Source: an optimization exercise on an open RTL-to-GDS flow (aim: small area). Production flows keep margins and buffers that such runs may drop. Only simulation tests tie the RTL to the original design; equivalence was not proved. Power and IR drop assume default switching activity.

File: flow/constraint.sdc
create_clock -name core_clock -period 12.0 [get_ports {clk}]
set_input_delay 2.4000 -clock core_clock [delete_from_list [all_inputs] [get_ports {clk}]]
set_output_delay 2.4000 -clock core_clock [all_outputs]
set_load 0.01 [all_outputs]
File: flow/run.sh
#!/bin/bash
# synth_recipe.tcl (not shown) runs the flow's synth.tcl, then flattens the netlist and writes it again
# the make line also repeats each setting of config.mk as NAME=value (left out here)
make -C /OpenROAD-flow-scripts/flow DESIGN_CONFIG=/design/flow/config.mk WORK_HOME=/design/flow/orfs CLKGATE_MAP_FILE= SYNTH_SCRIPT=/design/flow/synth_recipe.tcl finish
File: flow/design.v
module crcfr (
    input  wire        clk,
    input  wire        rst_n,     
    input  wire        sel,       
    input  wire        we,        
    input  wire [1:0]  size,      
    input  wire [5:0]  addr,      
    input  wire [31:0] wdata,
    output reg  [31:0] rdata,
    output wire        buserr,
    output wire        irq
);
    localparam [2:0] ST_IDLE = 3'd0, ST_RAW = 3'd1, ST_ENC = 3'd2, ST_DEC = 3'd3,
                     ST_SIGGEN = 3'd4, ST_SIGCHK = 3'd5;
    localparam [2:0] PH_NONE = 3'd0, PH_LEN = 3'd1, PH_TAG = 3'd2, PH_PAYLOAD = 3'd3,
                     PH_CRC = 3'd4, PH_SIG = 3'd5, PH_END = 3'd6;
    function [31:0] crc_byte;
        input [31:0] c;
        input [7:0]  b;
        integer k;
        reg [31:0] v;
        begin
            v = c ^ {24'd0, b};
            for (k = 0; k < 8; k = k + 1)
                v = v[0] ? ((v >> 1) ^ 32'hEDB88320) : (v >> 1);
            crc_byte = v;
        end
    endfunction
    function is_letter;
        input [7:0] b;
        begin
            is_letter = ~b[7] & b[6] & (|b[4:0]) & ~(b[4] & b[3] & (b[2] | (b[1] & b[0])));
        end
    endfunction
    function [7:0] sig_byte;
        input [2:0] i;
        begin
            case (i)
                3'd0: sig_byte = 8'h89;
                3'd1: sig_byte = 8'h50;
                3'd2: sig_byte = 8'h4E;
                3'd3: sig_byte = 8'h47;
                3'd4: sig_byte = 8'h0D;
                3'd5: sig_byte = 8'h0A;
                3'd6: sig_byte = 8'h1A;
                default: sig_byte = 8'h0A;
            endcase
        end
    endfunction
    reg [2:0]  st;
    reg [2:0]  phase;
    reg [2:0]  idx;
    reg [3:0]  err;
    reg        done;
    reg        outv;
    reg [7:0]  outbuf;
    reg        pass;
    reg [1:0]  ei_src;
    reg [31:0] crc;
    reg [31:0] len;
    reg [31:0] tag;
    reg [31:0] avail;
    reg [31:0] pcount;
    reg [31:0] stored;
    reg [1:0]  inten;
    reg [1:0]  intstat;
    wire legal_acc = (size == 2'd2) && (addr[1:0] == 2'b00);
    assign buserr = sel && !legal_acc;
    wire acc  = sel && legal_acc;
    wire wr   = acc && we;
    wire rd   = acc && !we;
    wire [3:0] ra = addr[5:2];
    wire w_cmd     = wr && ra == 4'd1;
    wire w_crc     = wr && ra == 4'd4;
    wire w_len     = wr && ra == 4'd6;
    wire w_tag     = wr && ra == 4'd7;
    wire w_avail   = wr && ra == 4'd8;
    wire w_cfg     = w_crc | w_len | w_tag | w_avail;
    wire w_din     = wr && ra == 4'd12;
    wire w_inten   = wr && ra == 4'd14;
    wire w_intstat = wr && ra == 4'd15;
    wire r_dout    = rd && ra == 4'd13;
    wire [7:0] din = wdata[7:0];
    wire eflag = |err;
    wire s_idle = !eflag && st == ST_IDLE;
    wire s_raw  = !eflag && st == ST_RAW;
    wire s_enc  = !eflag && st == ST_ENC;
    wire s_dec  = !eflag && st == ST_DEC;
    wire s_sgen = !eflag && st == ST_SIGGEN;
    wire s_schk = !eflag && st == ST_SIGCHK;
    wire p_len = phase == PH_LEN;
    wire p_tag = phase == PH_TAG;
    wire p_pay = phase == PH_PAYLOAD;
    wire p_crc = phase == PH_CRC;
    wire p_sig = phase == PH_SIG;
    wire p_end = phase == PH_END;
    wire idx3 = idx[1:0] == 2'd3;
    wire idx7 = idx == 3'd7;
    wire [3:0] op = wdata[3:0];
    wire cmd_legal = (wdata[31:9] == 23'd0) && (wdata[7:4] == 4'd0) &&
                     (op <= 4'd8) && (!wdata[8] || op == 4'd6);
    wire c_ok    = w_cmd && cmd_legal;
    wire c_soft  = c_ok && op == 4'd1;
    wire c_abort = c_ok && op == 4'd2;
    wire c_raw   = c_ok && !eflag && (op == 4'd3 || op == 4'd4);
    wire c_init  = op == 4'd3;
    wire c_enc   = c_ok && !eflag && op == 4'd5;
    wire c_dec   = c_ok && !eflag && op == 4'd6;
    wire c_sgen  = c_ok && !eflag && op == 4'd7;
    wire c_schk  = c_ok && !eflag && op == 4'd8;
    wire c_illegal = w_cmd && !eflag && !cmd_legal;
    wire c_raw_go  = c_raw && (s_idle || s_raw);
    wire c_enc_go  = c_enc && s_idle;
    wire c_dec_go  = c_dec && s_idle;
    wire c_sgen_go = c_sgen && s_idle;
    wire c_schk_go = c_schk && s_idle;
    wire c_start   = c_raw_go | c_enc_go | c_dec_go | c_sgen_go | c_schk_go;
    wire c_notallowed = (c_raw && !(s_idle || s_raw)) ||
                        ((c_enc || c_dec || c_sgen || c_schk) && !s_idle);
    wire [3:0] letter = {is_letter(tag[7:0]), is_letter(tag[15:8]),
                         is_letter(tag[23:16]), is_letter(tag[31:24])};
    wire all_let  = &letter;
    wire din_let  = is_letter(din);
    wire ntag_let = letter[1] & letter[2] & letter[3] & din_let;
    wire len_nz = |len;
    wire [31:0] avail_dec  = avail - 32'd1;
    wire [31:0] pcount_inc = pcount + 32'd1;
    wire pcnt_eq = pcount_inc == len;
    wire [31:0] n_len_sh = {len[23:0], din};
    wire trunc_len = ({1'b0, n_len_sh} + 33'd8) > {1'b0, avail_dec};
    wire [7:0] sigb = sig_byte(idx);
    wire d_raw     = w_din && s_raw;
    wire d_enc     = w_din && s_enc;
    wire d_enc_pay = d_enc && p_pay && !outv;
    wire d_dec     = w_din && s_dec;
    wire d_dec_len = d_dec && p_len;
    wire d_dec_tag = d_dec && p_tag;
    wire d_dec_pay = d_dec && p_pay && !(pass && outv);
    wire d_dec_crc = d_dec && !p_len && !p_tag && !p_pay;
    wire d_schk    = w_din && s_schk;
    wire d_unexp   = w_din && (s_idle || s_sgen || (s_enc && !p_pay));
    wire d_overrun = (d_enc && p_pay && outv) || (d_dec && p_pay && pass && outv);
    wire d_pay     = d_enc_pay | d_dec_pay;
    wire stored_ok = ({stored[23:0], din} == ~crc);
    wire e_trunc_d = d_dec_len && idx3 && trunc_len;
    wire e_tag_d   = d_dec_tag && idx3 && !ntag_let;
    wire e_crc_d   = d_dec_crc && idx3 && !stored_ok;
    wire e_sig_d   = d_schk && (din != sigb);
    wire cmpl_dec  = d_dec_crc && idx3 && stored_ok;
    wire cmpl_sig  = d_schk && idx7 && (din == sigb);
    wire consume   = r_dout && outv;
    wire cmpl_dout = consume && (s_enc || s_sgen) && p_end;
    wire rf_len = (consume && s_enc && p_len) || (c_enc_go && all_let);
    wire rf_tag = consume && s_enc && p_tag;
    wire rf_crc = consume && s_enc && p_crc;
    wire rf_sig = (consume && s_sgen && p_sig) || c_sgen_go;
    wire refill = rf_len | rf_tag | rf_crc | rf_sig;
    reg [7:0] rf_byte;
    always @(*) begin
        case (idx[1:0])
            2'd0: rf_byte = ({8{rf_len}} & len[31:24]) | ({8{rf_tag}} & tag[31:24]) |
                            ({8{rf_crc}} & ~crc[31:24]);
            2'd1: rf_byte = ({8{rf_len}} & len[23:16]) | ({8{rf_tag}} & tag[23:16]) |
                            ({8{rf_crc}} & ~crc[23:16]);
            2'd2: rf_byte = ({8{rf_len}} & len[15:8]) | ({8{rf_tag}} & tag[15:8]) |
                            ({8{rf_crc}} & ~crc[15:8]);
            default: rf_byte = ({8{rf_len}} & len[7:0]) | ({8{rf_tag}} & tag[7:0]) |
                               ({8{rf_crc}} & ~crc[7:0]);
        endcase
        if (rf_sig) rf_byte = sigb;
    end
    wire [7:0] nbyte = w_din ? din : rf_byte;
    wire e_cmd_tag = c_enc_go && !all_let;
    wire e_cmd_dec = c_dec_go && (avail < 32'd12);
    wire e_cmd_sig = c_schk_go && (avail < 32'd8);
    wire e_cfg     = w_cfg && !eflag && !s_idle;
    wire raise = c_illegal | c_notallowed | e_cmd_tag | e_cmd_dec | e_cmd_sig | e_cfg |
                 d_unexp | d_overrun | e_trunc_d | e_tag_d | e_crc_d | e_sig_d;
    reg [3:0] raise_code;
    always @(*) begin
        raise_code = 4'd0;
        if (e_tag_d | e_cmd_tag)   raise_code = 4'd1;
        if (e_trunc_d | e_cmd_dec) raise_code = 4'd2;
        if (e_crc_d)               raise_code = 4'd3;
        if (e_sig_d | e_cmd_sig)   raise_code = 4'd4;
        if (c_illegal)             raise_code = 4'd5;
        if (c_notallowed)          raise_code = 4'd6;
        if (d_unexp)               raise_code = 4'd7;
        if (d_overrun)             raise_code = 4'd8;
        if (e_cfg)                 raise_code = 4'd9;
    end
    wire [1:0] raise_src = w_cmd ? 2'd0 : w_din ? 2'd1 : 2'd2;
    wire complete = cmpl_dec | cmpl_sig | cmpl_dout;
    wire dec_tag_end_ok = d_dec_tag && idx3 && ntag_let;
    wire to_idle = c_abort | complete;
    reg [2:0] n_st, n_phase, n_idx;
    always @(*) begin
        n_st = st; n_phase = phase; n_idx = idx;
        if (to_idle) begin
            n_st = ST_IDLE; n_phase = PH_NONE; n_idx = 3'd0;
        end else if (c_start) begin
            n_idx = 3'd0;
            if (c_raw_go)  begin n_st = ST_RAW;    n_phase = PH_NONE; end
            if (c_enc_go)  begin n_st = ST_ENC;    n_phase = PH_LEN;  end
            if (c_dec_go)  begin n_st = ST_DEC;    n_phase = PH_LEN;  end
            if (c_sgen_go) begin n_st = ST_SIGGEN; n_phase = PH_SIG;  end
            if (c_schk_go) begin n_st = ST_SIGCHK; n_phase = PH_SIG;  end
            if (refill) n_idx = 3'd1;
        end else if (refill) begin
            if (rf_sig ? idx7 : idx3) begin
                n_idx = 3'd0;
                if (rf_len) n_phase = PH_TAG;
                if (rf_tag) n_phase = len_nz ? PH_PAYLOAD : PH_CRC;
                if (rf_crc || rf_sig) n_phase = PH_END;
            end else begin
                n_idx = idx + 3'd1;
            end
        end else if (d_pay) begin
            if (pcnt_eq) begin n_phase = PH_CRC; n_idx = 3'd0; end
        end else if (d_dec_len | d_dec_tag | d_dec_crc) begin
            if (!idx3) begin
                n_idx = idx + 3'd1;
            end else if (d_dec_len && !trunc_len) begin
                n_phase = PH_TAG; n_idx = 3'd0;
            end else if (dec_tag_end_ok) begin
                n_phase = len_nz ? PH_PAYLOAD : PH_CRC; n_idx = 3'd0;
            end
        end else if (d_schk && din == sigb) begin
            n_idx = idx + 3'd1;
        end
    end
    wire srst = !rst_n || c_soft;
    wire c_init_go_w = c_raw_go && c_init;
    wire crc_set = c_init_go_w | c_enc_go | c_dec_go;
    wire crc_upd = d_raw | d_pay | d_dec_tag | rf_tag;
    wire pc_clr  = c_init_go_w | c_enc_go | c_dec_go;
    wire pc_inc  = d_raw | d_pay;
    wire av_dec  = d_dec_len | d_dec_tag | d_dec_pay | d_dec_crc | d_schk;
    wire cfg_ok  = s_idle;
    wire [31:0] crc_nx = crc_byte(crc, nbyte);
    always @(posedge clk) begin
        if (srst) begin
            st      <= ST_IDLE;
            phase   <= PH_NONE;
            idx     <= 3'd0;
            err     <= 4'd0;
            done    <= 1'b0;
            outv    <= 1'b0;
            pass    <= 1'b0;
            crc     <= 32'hFFFFFFFF;
            len     <= 32'd0;
            tag     <= 32'd0;
            avail   <= 32'd0;
            pcount  <= 32'd0;
            stored  <= 32'd0;
            inten   <= 2'd0;
            intstat <= 2'd0;
        end else begin
            st    <= n_st;
            phase <= n_phase;
            idx   <= n_idx;
            if (raise) err <= raise_code;
            else if (c_abort) err <= 4'd0;
            if (raise || c_start || c_abort) done <= 1'b0;
            else if (complete) done <= 1'b1;
            if (raise || c_start || c_abort || consume) outv <= 1'b0;
            if (refill || d_enc_pay || (d_dec_pay && pass)) outv <= 1'b1;
            if (raise) outv <= 1'b0;
            if (c_start) pass <= c_dec_go && !wdata[8];
            if (crc_set) crc <= 32'hFFFFFFFF;
            else if (w_crc && cfg_ok) crc <= wdata;
            else if (crc_upd) crc <= crc_nx;
            if (c_dec_go) len <= 32'd0;
            else if (w_len && cfg_ok) len <= wdata;
            else if (d_dec_len) len <= n_len_sh;
            if (c_dec_go) tag <= 32'd0;
            else if (w_tag && cfg_ok) tag <= wdata;
            else if (d_dec_tag) tag <= {tag[23:0], din};
            if (c_dec_go) stored <= 32'd0;
            else if (d_dec_crc) stored <= {stored[23:0], din};
            if (w_avail && cfg_ok) avail <= wdata;
            else if (av_dec) avail <= avail_dec;
            if (pc_clr) pcount <= 32'd0;
            else if (pc_inc) pcount <= pcount_inc;
            if (w_inten) inten <= wdata[1:0];
            intstat <= (intstat & ~(w_intstat ? wdata[1:0] : 2'b00)) | {raise, complete};
        end
    end
    always @(posedge clk) begin
        if (raise) ei_src <= raise_src;
        if (refill || d_pay) outbuf <= nbyte;
    end
    assign irq = |(intstat & inten);
    wire [3:0]  st4 = eflag ? 4'hF : {1'b0, st};
    wire [2:0]  ph3 = eflag ? 3'd0 : phase;
    wire [2:0]  ix3 = eflag ? 3'd0 : idx;
    wire [31:0] status  = {12'd0, irq, pass, outv, done, err, 1'b0, ix3, 1'b0, ph3, st4};
    wire [31:0] errinfo = eflag ? {18'd0, ei_src, 1'b0, idx, 1'b0, phase, 1'b0, st} : 32'd0;
    wire [31:0] tagflags = {22'd0, all_let & ~tag[13], tag[5], ~tag[13], ~tag[21], ~tag[29],
                            all_let, letter};
    always @(*) begin
        case (ra)
            4'd0:  rdata = 32'h43524331;
            4'd2:  rdata = status;
            4'd3:  rdata = errinfo;
            4'd4:  rdata = crc;
            4'd5:  rdata = ~crc;
            4'd6:  rdata = len;
            4'd7:  rdata = tag;
            4'd8:  rdata = avail;
            4'd9:  rdata = pcount;
            4'd10: rdata = stored;
            4'd11: rdata = tagflags;
            4'd13: rdata = {23'd0, outv, outv ? outbuf : 8'd0};
            4'd14: rdata = {30'd0, inten};
            4'd15: rdata = {30'd0, intstat};
            default: rdata = 32'd0;
        endcase
    end
endmodule
File: flow/config.mk
export PLATFORM = sky130hd
export DESIGN_NAME = crcfr
export DESIGN_NICKNAME = crcfr
export VERILOG_FILES = /design/flow/design.v
export SDC_FILE = /design/flow/constraint.sdc
export NUM_CORES = 4
export LEC_CHECK = 0
export CAP_MARGIN = 20
export CORE_MARGIN = 2
export CORE_UTILIZATION = 40
export SLEW_MARGIN = 20
==> run summary <==
## final timing paths
kind	end	cells after the start	slack (ns)	start
setup reg to reg	intstat[1]	23	5.29	avail[0]
hold / removal	stored[24]	2	0.46	stored[24]
hold reg to reg	stored[24]	2	0.46	stored[24]
setup / recovery	rdata[2]	11	3.71	addr[4]
## critical path: stages
cell and delay, ns:
clkdlybuf4s50_1 0.46, buf_4 0.22, inv_1 0.20, nor2_1 0.45
nand2_1 0.74, o21ai_0 0.41, a221oi_1 0.09, nand3_1 0.13
a221oi_1 0.05, o31ai_1 0.13, clkdlybuf4s50_1 0.60
## routing by layer
| metal | vias up | wire (um) | track usage [%] |
|---|---|---|---|
| met5 | - | 0 | 0 |
| met1 | 9175 | 36300 | 53.3 |
| li1 | 8290 | - | - |
| met2 | 1271 | 37800 | 59.3 |
| met4 | 0 | 5910 | 20.3 |
| met3 | 273 | 10600 | 9.54 |
## through the flow
| step | total power (uW) | instance area (um^2) | cells | hold WS, ns |
|---|---|---|---|---|
| 6_report | 1740 | 19300 | 2848 | 0.461 |
| 5_1_grt | 1780 | 19300 | 2846 | 0.483 |
| 4_1_cts | 1740 | 19300 | 2846 | 0.460 |
| 3_5_place_dp | 896 | 18400 | 2794 | 0.452 |
| 3_3_place_gp | 895 | 18400 | 2794 | 0.440 |
| 2_1_floorplan | 820 | 17200 | 2311 | 0.431 |
## flip-flops by register name (all words and copies together) (netlist names)
register  count
pcount       32
len          32
err           4
stored       32
idx           3
avail        32
outbuf        8
st            3
outv          1
ei_src        2
intstat       2
phase         3
pass          1
inten         2
tag          32
done          1
crc          32
## cell families (layout without fill, tap and decap cells)
kind of cell,Yosys count,count (layout),share of synthesized area [%]
buffers and inverters,217,213,4.83
AO/OA/AOI/OAI,590,590,23.4
flip-flops,222,222,26.4
AND/OR/NAND/NOR,934,934,25.3
multiplexers,57,57,3.32
other,0,2,0
adder cells (fa/ha/maj),41,41,2.98
XOR/XNOR,250,250,13.7
## final cells by class
| type | count | area [um^2] | area share [%] |
|---|---|---|---|
| antenna | 2 | 5.00 | 0.0259 |
| clock buffer | 45 | 875 | 4.52 |
| clock inverter | 7 | 51.3 | 0.265 |
| inverter | 29 | 109 | 0.563 |
| multi-input combinational | 1872 | 11900 | 61.5 |
| sequential | 222 | 4540 | 23.5 |
| tap | 539 | 674 | 3.49 |
| timing repair buffer | 132 | 1180 | 6.12 |
## cells in the final DEF, fill, tap and decap left out, drive strengths merged, types with 20 or more instances in the layout
cell / instances
ha: 41
o21ai: 107
nand2b: 26
nand2: 319
nand3: 72
clkbuf: 45
nor3: 60
nor2: 271
dfxtp: 212
nand4: 46
buf: 55
a22oi: 41
a221oi: 38
xnor2: 148
mux2i: 57
a21oi: 155
and3: 26
nor2b: 20
a222oi: 25
xor2: 101
nor4: 37
inv: 29
a211oi: 88
clkdlybuf4s50: 77
## report_power, final
group | switching (uW) | total, uW | internal, uW
Sequential | 1.52 | 744 | 742
Combinational | 97.6 | 142 | 44.1
Clock | 359 | 856 | 497
==> impl_metrics.ini <==
[placement]
dpl.hpwl_mm = 68.2
gp_routability_congestion = 1.04
port_buffers = 77
place_ws_ns = 3.83

[layout]
fin_util_pct = 45.8
nets = 2370
area_delta_synth_final_pct = 12.5
drive_above_1_share_pct = 6.63
nFillCells = 4283

[clock_tree]
postCtsSetupBuffers = 0
postCtsHoldBufs = 0
clkSinkCount = 222
clk_latency_ns = 0.60
cts_resized = 0
htreeDepth = 1
cts_inserted_buffers = 28
clk_path_buf_depth = 3
cts_tree = done
clk_root_buffer_cell = clkbuf_16
clk_pin_slew_ns = 0.06

[synth]
syn_avg_cell_area_um2 = 7.44
ys.flop_type = dfxtp_1
ys_warn_count = 1
synth.largest_area_cell = dfxtp_1
synthDistinctLibCells = 90
syn_area_um2 = 17200
syn_inst = 2311
yosysMostFrequentCell = nand2_1
synth_nets = 2396
seq_area_frac_synth_pct = 26.4
synth-seq-cells = 222
synth_top_area_share_pct = 24.7
synth-async-reset-ratio_pct = 0
synthTopCellsByCount = nand2_1, nor2_1, dfxtp_1
synth_edf_count = 10
ys_top_cells_by_area = dfxtp_1, xnor2_1, nand2_1

[drt]
first_pass_iters = 9
via_count = 19009
dr.first_iter.drc_count = 3031
drt-total-wl_mm = 90.7
ant_nets = 0
routedWlPerCell_um = 31.8
viasPerCell = 6.67
drc_errors = 0

[sta]
period_share_pct = 69.1
slew_violations = 0
setup_ws_ns = 3.71
worstMarginPinSlew_ns = 1.07
rsz0062_at_grt = no
maxSlewHeadroom_pct = 28.0
fin_crit_ns = 8.29
hold_viol_final = 0
skew_ns = 0.0333
setup_tns_ns = 0
setup-violations-final = 0
max_freq_ghz = 0.121

[critical_path]
worst_ep_required_time_ns = 9.60
cp_max_fo = 22
critPathCaptureType = primary output
worstPathArrival_ns = 5.89
worstSetupStartpointType = input pin
critPathKind = in -> out

[global_route]
grt_pass1_wl_mm = 127
grt_max_degree = 81
grt_use_total_pct = 39.8
grt_pass1_vias = 17383
antenna_found_initial = 4
overflow = 0

[floorplan]
dieArea_um2 = 44600
initial_core_util_pct = 40.7
coreArea_um2 = 42200
io_pins = 78
rows = 75
die_y_um = 211
dieWidth_um = 211

[power]
cellLeakagePower_uw = 0.00739
power_density_nw_per_um2 = 90.1
vdd_drop_max_mv = 0.117

[run]
max_cap_viol_count = 0

[status]
status = finished clean

[hold_path]
hold_path_class = reg -> reg

## what the ideal ports hide
No port has a modelled driver above. Below, the same layout with a new extraction and two added sets of constraints. Step 1 (the two cells are an assumption about what drives the block):
set clk [get_ports {clk}]
set_driving_cell -lib_cell sky130_fd_sc_hd__clkbuf_16 $clk
set_driving_cell -lib_cell sky130_fd_sc_hd__buf_2 [delete_from_list [all_inputs] $clk]
Step 2 also shifts input and output timing later by t, the mid clock arrival at the registers, as if the neighbouring blocks saw the same clock. a / b / c = ideal ports / drivers / drivers and shift; a / b = the first two.
t, ns: 0.640
slack for setup (ns): 3.708 / 3.677 / 3.677
clock arrival spread, ns: 0.034 / 0.034
worst slew at a driven data input, ns: 0.04
After both steps setup and hold are still met in this run. For this run, drivers alone change the setup slack by -0.031 ns; drivers and shift together by -0.031 ns.
